Background: an optimization exercise with open tools, aiming at small area, a short achievable clock period and few clock cycles per item. Do not read the settings as production practice.
Only simulation tests tie the RTL to the original design; equivalence was not proved.
Power figures rest on the tool's default switching activity, not on a simulated workload.

## flow/design.v (module list and top-level ports; edited modules follow where they fit)
// module imb_pattern_rom: 754 lines
// module imb_encoder: 1371 lines
module imb_encoder (
    input  wire         clk,
    input  wire         rst,         
    input  wire         in_valid,
    output wire         in_ready,
    input  wire [103:0] in_value,
    output wire         out_valid,
    input  wire         out_ready,
    output wire [129:0] out_bars,    
    output wire [10:0]  out_fcs,
    output wire         out_ovf,     
    output wire         out_err      
);
  // ...
==> flow/run.sh <==
#!/bin/bash
# synth_recipe.tcl (not shown) runs the flow's synth.tcl, then flattens the netlist and writes it again
# the make line also repeats each setting of config.mk as NAME=value (left out here)
make -C /OpenROAD-flow-scripts/flow DESIGN_CONFIG=/design/flow/config.mk WORK_HOME=/design/flow/orfs CLKGATE_MAP_FILE= SYNTH_SCRIPT=/design/flow/synth_recipe.tcl finish
==> flow/config.mk <==
export PLATFORM = sky130hd
export DESIGN_NAME = imb_encoder
export DESIGN_NICKNAME = imb_encoder
export VERILOG_FILES = /design/flow/design.v
export SDC_FILE = /design/flow/constraint.sdc
export NUM_CORES = 4
export LEC_CHECK = 0
export ABC_AREA = 1
export CAP_MARGIN = 20
export CELL_PAD_IN_SITES_DETAIL_PLACEMENT = 0
export CELL_PAD_IN_SITES_GLOBAL_PLACEMENT = 1
export CORE_MARGIN = 2
export CORE_UTILIZATION = 40
export GPL_ROUTABILITY_DRIVEN = 1
export PLACE_DENSITY = 0.5
export SETUP_SLACK_MARGIN = 4
export SLEW_MARGIN = 20
export SYNTH_MEMORY_MAX_BITS = 32768
==> flow/constraint.sdc <==
create_clock -name core_clock -period 8.0 [get_ports {clk}]
set_input_delay 1.6000 -clock core_clock [delete_from_list [all_inputs] [get_ports {clk}]]
set_output_delay 1.6000 -clock core_clock [all_outputs]
set_load 0.01 [all_outputs]
==> flow_summary.json, run 1 <==
{
  "startpoint": "ga",
  "drtAntennaViolNets": 0,
  "worst_hold_slack_ns": 0.523,
  "worst_path_max_delay_cell": "nor2_2",
  "status": "complete, no violations",
  "biggestRegsByFlops": "pat: 130 flops, dh: 99 flops",
  "synth_top_area_frac": 0.235,
  "final_cells": 6660,
  "first_iter_violations": 4369,
  "grt_max_degree": 65,
  "report.power.total_mw": 18.0,
  "synth_edf_count": 270,
  "layout.nets": 5808,
  "die-area_sq_um": 88700,
  "powerDensity_nw_per_um2": 429,
  "track_usage": 0.327,
  "vias": 38208,
  "worst-path-stages": 14,
  "top_usage_layer": "met2",
  "diodes": 1,
  "ir_worst_vdd_v": 0.000390,
  "p_leak_nw": 18.7,
  "hold_path.startpoint": "xv",
  "min_to": "xv",
  "area_growth_pct": 21.6,
  "grt_pass1_wl_mm": 225,
  "netSwitchingFraction": 0.566,
  "core-area_sq_um": 85300,
  "hold_path_class": "reg2reg",
  "pg_clk_mw": 1.93,
  "synth_seq_cells": 325,
  "final_common_cell": "nand2_1",
  "grt_pass1_vias": 35867,
  "power_switching_mw": 10.2
}
Testbench counts, summed over its fixed seeds: cycles 2,984, items 192.
==> run 2, diff against run 1 <==
--- a/flow/design.v
+++ b/flow/design.v
@@ -822,17 +822,17 @@
     reg  [3:0]  lmax_n;
     wire        fetch  = !stall && in_valid;
     wire        adv    = xv && !stall;
     wire        last   = adv && (xb == 4'd14);
     wire        xv_n   = stall ? xv : in_valid;
     wire [3:0]  xb_n   = fetch ? fb : xb;
     wire [3:0]  fb_n   = fetch ? ((fb == 4'd14) ? 4'd0 : fb + 4'd1) : fb;
     wire [3:0]  li_n   = last ? 4'd0 : ((li != 4'd10) ? li + 4'd1 : 4'd10);
-    wire        val_n  = (ia == 4'd9) || (val_o && !out_ready);
+    wire        val_n  = (ic == 4'd9) || (val_o && !out_ready);
     always @(*) begin
         case (xb_n)
             4'd0: begin live_n = 10'b0000000001; first_n = 10'b0000000001; lmax_n = 4'd0; end
             4'd1: begin live_n = 10'b0000000011; first_n = 10'b0000000010; lmax_n = 4'd1; end
             4'd2: begin live_n = 10'b0000000111; first_n = 10'b0000000100; lmax_n = 4'd2; end
             4'd3: begin live_n = 10'b0000000111; first_n = 10'b0000000000; lmax_n = 4'd2; end
             4'd4: begin live_n = 10'b0000001111; first_n = 10'b0000001000; lmax_n = 4'd3; end
             4'd5: begin live_n = 10'b0000011111; first_n = 10'b0000010000; lmax_n = 4'd4; end
@@ -844,17 +844,17 @@
             4'd11: begin live_n = 10'b0111111111; first_n = 10'b0100000000; lmax_n = 4'd8; end
             4'd12: begin live_n = 10'b0111111111; first_n = 10'b0000000000; lmax_n = 4'd8; end
             4'd13: begin live_n = 10'b1111111111; first_n = 10'b1000000000; lmax_n = 4'd9; end
             4'd14: begin live_n = 10'b1111111111; first_n = 10'b0000000000; lmax_n = 4'd9; end
             default: begin live_n = 10'bx; first_n = 10'bx; lmax_n = 4'bx; end
         endcase
     end
     wire        stall_n = xv_n && (((li_n != 4'd10) && (li_n < lmax_n)) ||
-                          ((xb_n == 4'd14) && (val_n || li_n != 4'd10 || li != 4'd10)));
+                          ((xb_n == 4'd14) && (val_n || li_n != 4'd10 || li != 4'd10 || ia != 4'd10)));
     wire        rdy_n   = (fb_n == 4'd14) && !stall_n;
     function [17:0] lut0;       
         input [8:0] h;
         case (h)
             9'd0: lut0 = {8'd0, 10'd0};
             9'd1: lut0 = {8'd0, 10'd256};
             9'd2: lut0 = {8'd0, 10'd512};
             9'd3: lut0 = {8'd1, 10'd132};
@@ -1960,16 +1960,18 @@
             4'd9: sel = dh[9];
             default: sel = 11'bx;
         endcase
     end
     reg         nc;
     reg  [10:0] ca_a, ca_b;     
     reg         ga;
     reg  [3:0]  ia;             
+    reg  [12:0] pr;             
+    reg  [3:0]  ic;             
     wire        ncin = nc & (li != 4'd0);
     wire [11:0] se   = {1'b0, sel};
     wire [11:0] ci1  = {11'd0, ncin};
     wire [11:0] nt   = se + ci1;
     wire        nge  = (li == 4'd0) ? (ncin ? (se >= 12'd635) : (se >= 12'd636))
                                      : (ncin ? (se >= 12'd1364) : (se >= 12'd1365));
     wire [11:0] ntm0 = se + ci1 + 12'd3460;    
     wire [11:0] ntm  = se + ci1 + 12'd2731;    
@@ -1992,24 +1994,26 @@
     wire [12:0] rom_pat;
     imb_pattern_rom u_rom (.cw(lcw), .pattern(rom_pat));
     always @(posedge clk) begin
         if (rst) begin
             fb    <= 4'd0;
             xv    <= 1'b0;
             li    <= 4'd10;
             ia    <= 4'd10;
+            ic    <= 4'd10;
             val_o <= 1'b0;
             stall <= 1'b0;
             rdy   <= 1'b0;
         end else begin
             fb    <= fb_n;
             xv    <= xv_n;
             li    <= li_n;
             ia    <= li;
+            ic    <= ia;
             val_o <= val_n;
             stall <= stall_n;
             rdy   <= rdy_n;
         end
         xb    <= xb_n;
         first <= first_n;
         if (fetch)
             xc <= chunk;
@@ -2034,27 +2038,28 @@
         ca_a <= nca;
         ca_b <= ncb;
         ga   <= nge;
         nc   <= nge;
         if (li == 4'd9 && nge)
             ovf_o <= 1'b1;
         if (ia == 4'd9)
             err_o <= lcw > 11'd1364;
-        case (ia)
-            4'd0: pat[9] <= rom_pat ^ {13{fcs_o[9]}};
-            4'd1: pat[8] <= rom_pat ^ {13{fcs_o[8]}};
-            4'd2: pat[7] <= rom_pat ^ {13{fcs_o[7]}};
-            4'd3: pat[6] <= rom_pat ^ {13{fcs_o[6]}};
-            4'd4: pat[5] <= rom_pat ^ {13{fcs_o[5]}};
-            4'd5: pat[4] <= rom_pat ^ {13{fcs_o[4]}};
-            4'd6: pat[3] <= rom_pat ^ {13{fcs_o[3]}};
-            4'd7: pat[2] <= rom_pat ^ {13{fcs_o[2]}};
-            4'd8: pat[1] <= rom_pat ^ {13{fcs_o[1]}};
-            4'd9: pat[0] <= rom_pat ^ {13{fcs_o[0]}};
+        pr <= rom_pat;
+        case (ic)
+            4'd0: pat[9] <= pr ^ {13{fcs_o[9]}};
+            4'd1: pat[8] <= pr ^ {13{fcs_o[8]}};
+            4'd2: pat[7] <= pr ^ {13{fcs_o[7]}};
+            4'd3: pat[6] <= pr ^ {13{fcs_o[6]}};
+            4'd4: pat[5] <= pr ^ {13{fcs_o[5]}};
+            4'd5: pat[4] <= pr ^ {13{fcs_o[4]}};
+            4'd6: pat[3] <= pr ^ {13{fcs_o[3]}};
+            4'd7: pat[2] <= pr ^ {13{fcs_o[2]}};
+            4'd8: pat[1] <= pr ^ {13{fcs_o[1]}};
+            4'd9: pat[0] <= pr ^ {13{fcs_o[0]}};
             default: ;
         endcase
     end
     assign out_valid = val_o;
     assign out_fcs   = fcs_o;
     assign out_ovf   = ovf_o;
     assign out_err   = err_o;
     assign out_bars[  1:  0] = {pat[7][ 2], pat[4][ 3]};   
==> run 2 against run 1 <==
Effect of this change: still clean; register-to-register slack about the same; routed wire length down 3.9%; via count is 3.2% lower; maximum frequency rose by 0.11%; die area is 1.1% lower; critical endpoint is now pr[12]; largest cell class unchanged.
==> flow_summary.json, run 2 <==
{
  "first_iter_violations": 3760,
  "rsz0062_at_grt": "true",
  "drv_slew": 0,
  "cts_tree": "done",
  "start_util": 0.402,
  "final_cell_mix": "nand2_1, inv_1, nor2_1",
  "setup_tns_ns": 0,
  "hpwl_mm": 110,
  "num_io_pins": 253,
  "path_delay_family": "simple AND/OR/NAND/NOR gates",
  "timing_hold_violations_final": 0,
  "setup_viol_count_final": 0,
  "vias": 36983,
  "vias_per_cell": 5.70,
  "grt_pass1_vias": 34852,
  "internal-power_mw": 7.30,
  "clk_path_buf_depth": 3,
  "layout.nets": 5639,
  "max_freq_mhz": 252,
  "status": "complete, no violations",
  "synth_edf_count": 270,
  "power_switching_mw": 8.94,
  "drt-pass1-iter-count": 7,
  "path_cells": "inv_2 -> nand2_1 -> nand2_1 -> buf_4 -> nand2_1 -> inv_1 -> o2111ai_1 -> o211ai_1 -> nand3_1 -> nand3_1 -> o211ai_1 -> o21ai_0 -> nand2_1 -> nand2_1 -> nand2_1 -> nand2_1 -> nand2_1",
  "largest_register_ffs": 130,
  "worstPathMaxFanout": 35,
  "synth_nets": 5363,
  "worst_pin_slew_ns": 1.18,
  "clockPowerShare": 0.127,
  "numPortBuffers": 252,
  "critPathRequiredTime_ns": 8.47,
  "cap_violations": 0,
  "antenna_found_initial": 2,
  "power_frac_seq": 0.177,
  "cp_slowest_stage_delay_ns": 0.57,
  "p_leak_nw": 18.3,
  "area_growth_pct": 20.5,
  "min_path_cells": 2,
  "worst_path_max_delay_cell": "inv_1",
  "netlist_instances": 5033,
  "drive_above_1_share": 0.0949,
  "synth_warnings": 4,
  "root_buffer": "clkbuf_16",
  "grt_pass1_wl_mm": 215,
  "grt_max_degree": 64,
  "hold_path_class": "reg2reg",
  "syn_avg_cell_area_sq_um": 6.78,
  "yosys-top-cells-area": "edfxtp_1, nand2_1, inv_1, ha_1, o21ai_0",
  "num_rows": 107,
  "ys_seq_area_frac": 0.280,
  "ir_worst_vdd_v": 0.000302,
  "final_common_cell": "nand2_1",
  "routed_wl_mm": 146,
  "place_congestion": 1.07,
  "yosys.cell_count.top_type": "nand2_1",
  "cp_num_buf_inv": 3,
  "cts.sinks": 342,
  "synth_seq_cells": 342,
  "track_usage": 0.320,
  "clock_skew_ns": 0.0200,
  "dp_slack_ns": 3.07,
  "synth_cell_type_count": 71,
  "synth_area_sq_um": 34100,
  "synth_flop_cell": "edfxtp_1",
  "max_slew_margin": 0.206,
  "cts_buffers": 42,
  "synth_top_area_frac": 0.237,
  "post_drt_wl_per_cell_um": 22.5,
  "die_h_um": 296,
  "period_minus_slack_ns": 3.98,
  "clkLatencyLatePin_ns": 0.58,
  "powerDensity_nw_per_um2": 395,
  "worstSetupStartpointType": "flop",
  "top_register": "pat",
  "drc_errors": 0,
  "combPwrFrac": 0.697,
  "clk_pin_slew_ns": 0.06,
  "cts_max_level": 2,
  "fillers": 8771,
  "grt-ovfl-total": 0,
  "crit_arrival_ns": 4.45,
  "fin_crit_sh": 0.497,
  "yosysTopAreaCell": "edfxtp_1",
  "die-area_sq_um": 87700,
  "worst-path-stages": 17,
  "reg2reg_depth": 17,
  "biggestRegsByFlops": "pat: 130 flops, dh: 99 flops, pr: 13 flops",
  "synthTopCellsByCount": "nand2_1, inv_1, nor2_1, o21ai_0, a21oi_1",
  "async_flop_share": 0,
  "drtAntennaViolNets": 0,
  "core-area_sq_um": 84900,
  "crit_path_frequent_cell": "nand2_1",
  "worst_slack_ns": 4.02,
  "netSwitchingFraction": 0.550,
  "cp-end-kind": "flop",
  "path_class": "reg2reg",
  "die_w_um": 296
}
[run 2: kinds of logic (layout without fill, tap and decap cells)]
family                   count (synthesis)  after routing  synth area share
AO/OA/AOI/OAI                         1205           1205             0.208
XOR/XNOR                               277            277            0.0713
adder cells (fa/ha/maj)                222            222            0.0875
buffers and inverters                  896           1206             0.100
flip-flops                             342            342             0.280
multiplexers                            17             17           0.00531
other                                    0              1                 0
AND/OR/NAND/NOR                       2074           2074             0.248
[run 2: what timing repair did]
| action | in CTS | in global routing |
|---|---|---|
| gates cloned | 2 | 5 |
| gates resized for setup | 100 | 201 |
| buffers inserted | 17 | 70 |
| pin swaps | 5 | 37 |
| hold buffers | 0 | 0 |
| endpoints found under the setup margin | 87 | 76 |
[run 2: worst min-delay path: stages, from the launching register on]
cell	delay, ns
dfxtp_1	0.32
a21oi_1	0.10
nor2_1	0.08
[run 2: per-stage QoR]
stage                util  instance area (sq um)  instances  total power, mW  hold slack (ns)
detailed placement  0.447                  37900       6315             13.0            0.517
finish              0.485                  41100       6488             16.2            0.536
CTS                 0.470                  39900       6412             15.3            0.533
floorplan               -                  34100       5033             9.65            0.416
global route        0.485                  41100       6487             17.2            0.543
global placement    0.447                  37900       6315             13.2            0.518
[run 2: final timing paths]
path              start  slack, ns      to
setup reg to reg     ga       4.02  pr[12]
hold reg to reg      xv       0.54      xv
setup / recovery     ga       4.02  pr[12]
hold / removal       xv       0.54      xv
[run 2: layout make-up]
type | instances | area [sq um] | share of cell area
Antenna cell | 1 | 2.50 | 0.0000608
Clock buffer | 51 | 1120 | 0.0273
Clock inverter | 27 | 369 | 0.00897
Inverter | 720 | 2770 | 0.0673
Multi-Input combinational cell | 3795 | 22000 | 0.535
Sequential cell | 342 | 9590 | 0.233
Tap cell | 1144 | 1430 | 0.0348
Timing Repair Buffer | 406 | 3840 | 0.0934
Timing Repair inverter | 2 | 15.0 | 0.000365
[run 2: routing by layer]
metal  global-route usage  part of all wire  up-vias
met3               0.0577             0.082      447
met4                0.140             0.050        0
met2                0.522              0.46     1851
met1                0.414              0.41    17241
li1                     -                 -    17444
met5                    0                 0        -
[run 2: power by group through the flow]
stage	Combinational, mW	Clock (mW)	Sequential, mW
finish	11.3	2.06	2.87
global route	12.1	2.17	2.90
CTS	10.3	2.10	2.87
detailed placement	10.1	0	2.91
global placement	10.3	0	2.92
floorplan	7.03	0	2.62
Testbench counts of run 2, summed over its fixed seeds: cycles 2,992, items 192.
==> run 3, diff against run 2 <==
--- a/flow/config.mk
+++ b/flow/config.mk
@@ -15,3 +15,3 @@
 export PLACE_DENSITY = 0.5
-export SETUP_SLACK_MARGIN = 4
+export SETUP_SLACK_MARGIN = 4.3
 export SLEW_MARGIN = 20
==> run 3 against run 2 <==
Effect of this change: still clean; global-route usage increased by 0.51 points; setup slack improved by 0.12 ns; clock skew is 0.043 ns higher; non-clock buffer count grew 65; area after synthesis unchanged; largest cell class unchanged; sequential power hardly changed; cell count up 1.1%; die area is the same; sequential cell count stayed put; register-to-register slack gained 0.12 ns; total power increased by 5.8%.
==> flow_summary.json, run 3 <==
{
  "final_common_cell": "nand2_1",
  "synth_edf_count": 270,
  "synth_area_sq_um": 34100,
  "syn_avg_cell_area_sq_um": 6.78,
  "grt_pass1_wl_mm": 218,
  "wl_met3_mm": 12.8,
  "grt_pass1_vias": 34835,
  "drc_errors": 0,
  "worst_slack_ns": 4.15,
  "routed_wl_mm": 149,
  "synth_nets": 5363,
  "holdBufCountCts": 0,
  "report.power.total_mw": 17.2,
  "die_h_um": 296,
  "clkLatencyLatePin_ns": 0.62,
  "drive_above_1_share": 0.146,
  "yosys.cell_count.top_type": "nand2_1",
  "grt-ovfl-total": 0,
  "root_buffer": "clkbuf_16",
  "fin_crit_sh": 0.482,
  "crit_arrival_ns": 4.16,
  "cap_violations": 0,
  "biggestRegsByFlops": "pat: 130 flops, dh: 99 flops, pr: 13 flops",
  "p_leak_nw": 18.7,
  "powerDensity_nw_per_um2": 402,
  "die-area_sq_um": 87700,
  "critPathRequiredTime_ns": 8.31,
  "start_util": 0.402,
  "cts_buffers": 44,
  "worst_pin_slew_ns": 1.04,
  "area_growth_pct": 25.2,
  "timing_hold_violations_final": 0,
  "vias_per_cell": 5.72,
  "antenna_found_initial": 2,
  "synth_top_area_frac": 0.237,
  "path_cells": "inv_2 -> nor2_4 -> inv_4 -> buf_4 -> ha_1 -> nor2_2 -> o21ai_1 -> a21oi_2 -> o21ai_2 -> o2111ai_2 -> o41ai_4 -> a32oi_4 -> inv_2 -> ha_4 -> nand2_4 -> nor2_4 -> a211oi_2 -> o21bai_1 -> a21o_1 -> nand4_1 -> buf_4 -> xor2_1",
  "hold_path_class": "reg2reg",
  "power_frac_seq": 0.168,
  "netlist_instances": 5033,
  "drtAntennaViolNets": 0,
  "netSwitchingFraction": 0.549,
  "layout.nets": 5706,
  "synth_cell_type_count": 71,
  "synth_flop_cell": "edfxtp_1",
  "top_register": "pat",
  "drt-pass1-iter-count": 9,
  "yosysTopAreaCell": "edfxtp_1",
  "cts.sinks": 342,
  "path_delay_family": "compound AO/OA/AOI/OAI gates",
  "clk_pin_slew_ns": 0.06,
  "place_congestion": 1.03,
  "combPwrFrac": 0.709,
  "met1_length_mm": 59.4,
  "status": "complete, no violations",
  "cts_max_level": 2,
  "placement.cell_area_sq_um": 37900,
  "worstPathMaxFanout": 4,
  "max_freq_mhz": 259,
  "setup_tns_ns": 0,
  "dp_slack_ns": 2.93,
  "async_flop_share": 0,
  "synth_warnings": 4,
  "cp_slowest_stage_delay_ns": 0.37,
  "track_usage": 0.325,
  "worstSetupStartpointType": "flop",
  "clk_path_buf_depth": 3,
  "core-area_sq_um": 84900,
  "fillers": 8599,
  "worst_path_max_delay_cell": "edfxtp_1",
  "synth_seq_cells": 342,
  "yosys-top-cells-area": "edfxtp_1, nand2_1, inv_1, ha_1, o21ai_0",
  "num_rows": 107,
  "internal-power_mw": 7.76,
  "clock_skew_ns": 0.0632,
  "fin_area_sq_um": 42800,
  "wl_met2_mm": 68.2,
  "max_slew_margin": 0.301,
  "largest_register_ffs": 130,
  "grt_max_degree": 67,
  "dr.max_layer_used": "met5",
  "vias": 37526,
  "final_cell_mix": "nand2_1, inv_1, nor2_1",
  "ir_worst_vdd_v": 0.000366,
  "num_io_pins": 253,
  "ys_seq_area_frac": 0.280,
  "period_minus_slack_ns": 3.85,
  "numPortBuffers": 252,
  "power_switching_mw": 9.43,
  "rsz0062_at_grt": "true",
  "cts_tree": "done",
  "first_iter_violations": 3743,
  "cp-end-kind": "flop",
  "path_class": "reg2reg",
  "die_w_um": 296,
  "hpwl_mm": 111,
  "cp_num_buf_inv": 5,
  "setup_viol_count_final": 0,
  "synthTopCellsByCount": "nand2_1, inv_1, nor2_1, o21ai_0, a21oi_1",
  "post_drt_wl_per_cell_um": 22.8,
  "drv_slew": 0,
  "clockPowerShare": 0.123
}
run 3: changes by cell type in the layout (fill, tap and decap cells not counted), sizes merged, moves of 3 or more:
| cell | previous run | this run |
|---|---|---|
| buf | 149 | 212 |
| bufbuf | 0 | 3 |
| bufinv | 7 | 4 |
| clkbuf | 56 | 49 |
| clkinv | 20 | 27 |
| inv | 707 | 711 |
run 3: cell families after synthesis:
kind of cell               share of synthesized area
and+or+nand+nor                                0.248
xor gates and xnor gates                      0.0713
buffers and inverters                          0.100
muxes                                        0.00531
AOI/OAI and AO/OA                              0.208
adders and majority gates                     0.0875
DFF                                            0.280
run 3: repair_timing:
item                                    CTS  global route
setup buffers                            82            77
pin swaps                                49            98
gates cloned                              5             1
gates resized for setup                 293           332
endpoints found under the setup margin  107            96
run 3: power by group through the flow:
| stage | combinational, mW | sequential [mW] | clock [mW] |
|---|---|---|---|
| 6_report | 12.2 | 2.89 | 2.12 |
| 4_1_cts | 10.9 | 2.89 | 2.15 |
| 3_3_place_gp | 10.3 | 2.92 | 0 |
| 2_1_floorplan | 7.04 | 2.62 | 0 |
| 5_1_grt | 13.0 | 2.91 | 2.21 |
| 3_5_place_dp | 10.1 | 2.92 | 0 |
run 3: final timing paths:
| kind | from | end | cells after the start | slack, ns |
|---|---|---|---|---|
| max | d0[2] | dh[1][8] | 22 | 4.15 |
| min | ia[2] | ic[2] | 2 | 0.47 |
| max reg2reg | d0[2] | dh[1][8] | 22 | 4.15 |
| min reg2reg | ia[2] | ic[2] | 2 | 0.47 |
run 3: tightest hold or removal path, cell delays in order, from the launching register on:
cell and delay [ns]:
dfxtp_1 0.31, inv_1 0.07, nor2_1 0.04
run 3: stage by stage:
stage	instances	utilization	hold slack, ns
after floorplan	5033	-	0.416
after global placement	6307	0.446	0.445
after detailed placement	6308	0.446	0.457
after CTS	6477	0.484	0.478
after global routing	6556	0.504	0.492
final	6558	0.504	0.475
run 3: layout make-up:
type	instances	area, sq um	share of cell area
tap	1144	1430	0.0335
antenna	2	5.00	0.000117
multi-input combinational	3795	23000	0.537
timing repair inverter	2	15.0	0.000351
clock buffer	47	1160	0.0272
inverter	720	2790	0.0653
clock inverter	35	370	0.00866
timing repair buffer	471	4410	0.103
sequential	342	9600	0.224
run 3: metal layers:
metal / GRT usage / up-vias
met5: 0 / -
met4: 0.157 / 2
met3: 0.0609 / 518
met2: 0.526 / 1875
met1: 0.417 / 17520
li1: - / 17611

[what the ideal ports hide]
Ports are ideal in the flow. The routed layouts listed here were re-timed in OpenROAD. Step 1, drivers: a clkbuf_16 drives clk and a buf_2 each remaining input, both assumed. Step 2 moves the port delays by t, midway between the first and last clock arrival at a register: inputs arrive t later, outputs are due t later. That takes back most of the time a late clock gives input paths. Slacks: ideal ports / drivers / drivers and shift; pairs: ideal ports / drivers.
| run | shift t [ns] | setup slack, ns | hold slack, ns | worst setup path at the end | worst data-port slew with drivers (ns) |
|---|---|---|---|---|---|
| run 1 | 0.653 | 4.020 / 4.020 / 3.619 | 0.523 / 0.523 / 0.523 | input to register | 0.09 |
| run 2 | 0.639 | 4.024 / 4.024 / 3.618 | 0.536 / 0.536 / 0.536 | input to register | 0.07 |
| run 3 | 0.660 | 4.146 / 4.146 / 3.813 | 0.475 / 0.475 / 0.475 | input to register | 0.07 |
After both steps every run listed still meets setup and hold. The setup slack of run 2, which loses most, moves by 0.000 ns with the drivers and by -0.406 ns with both steps.
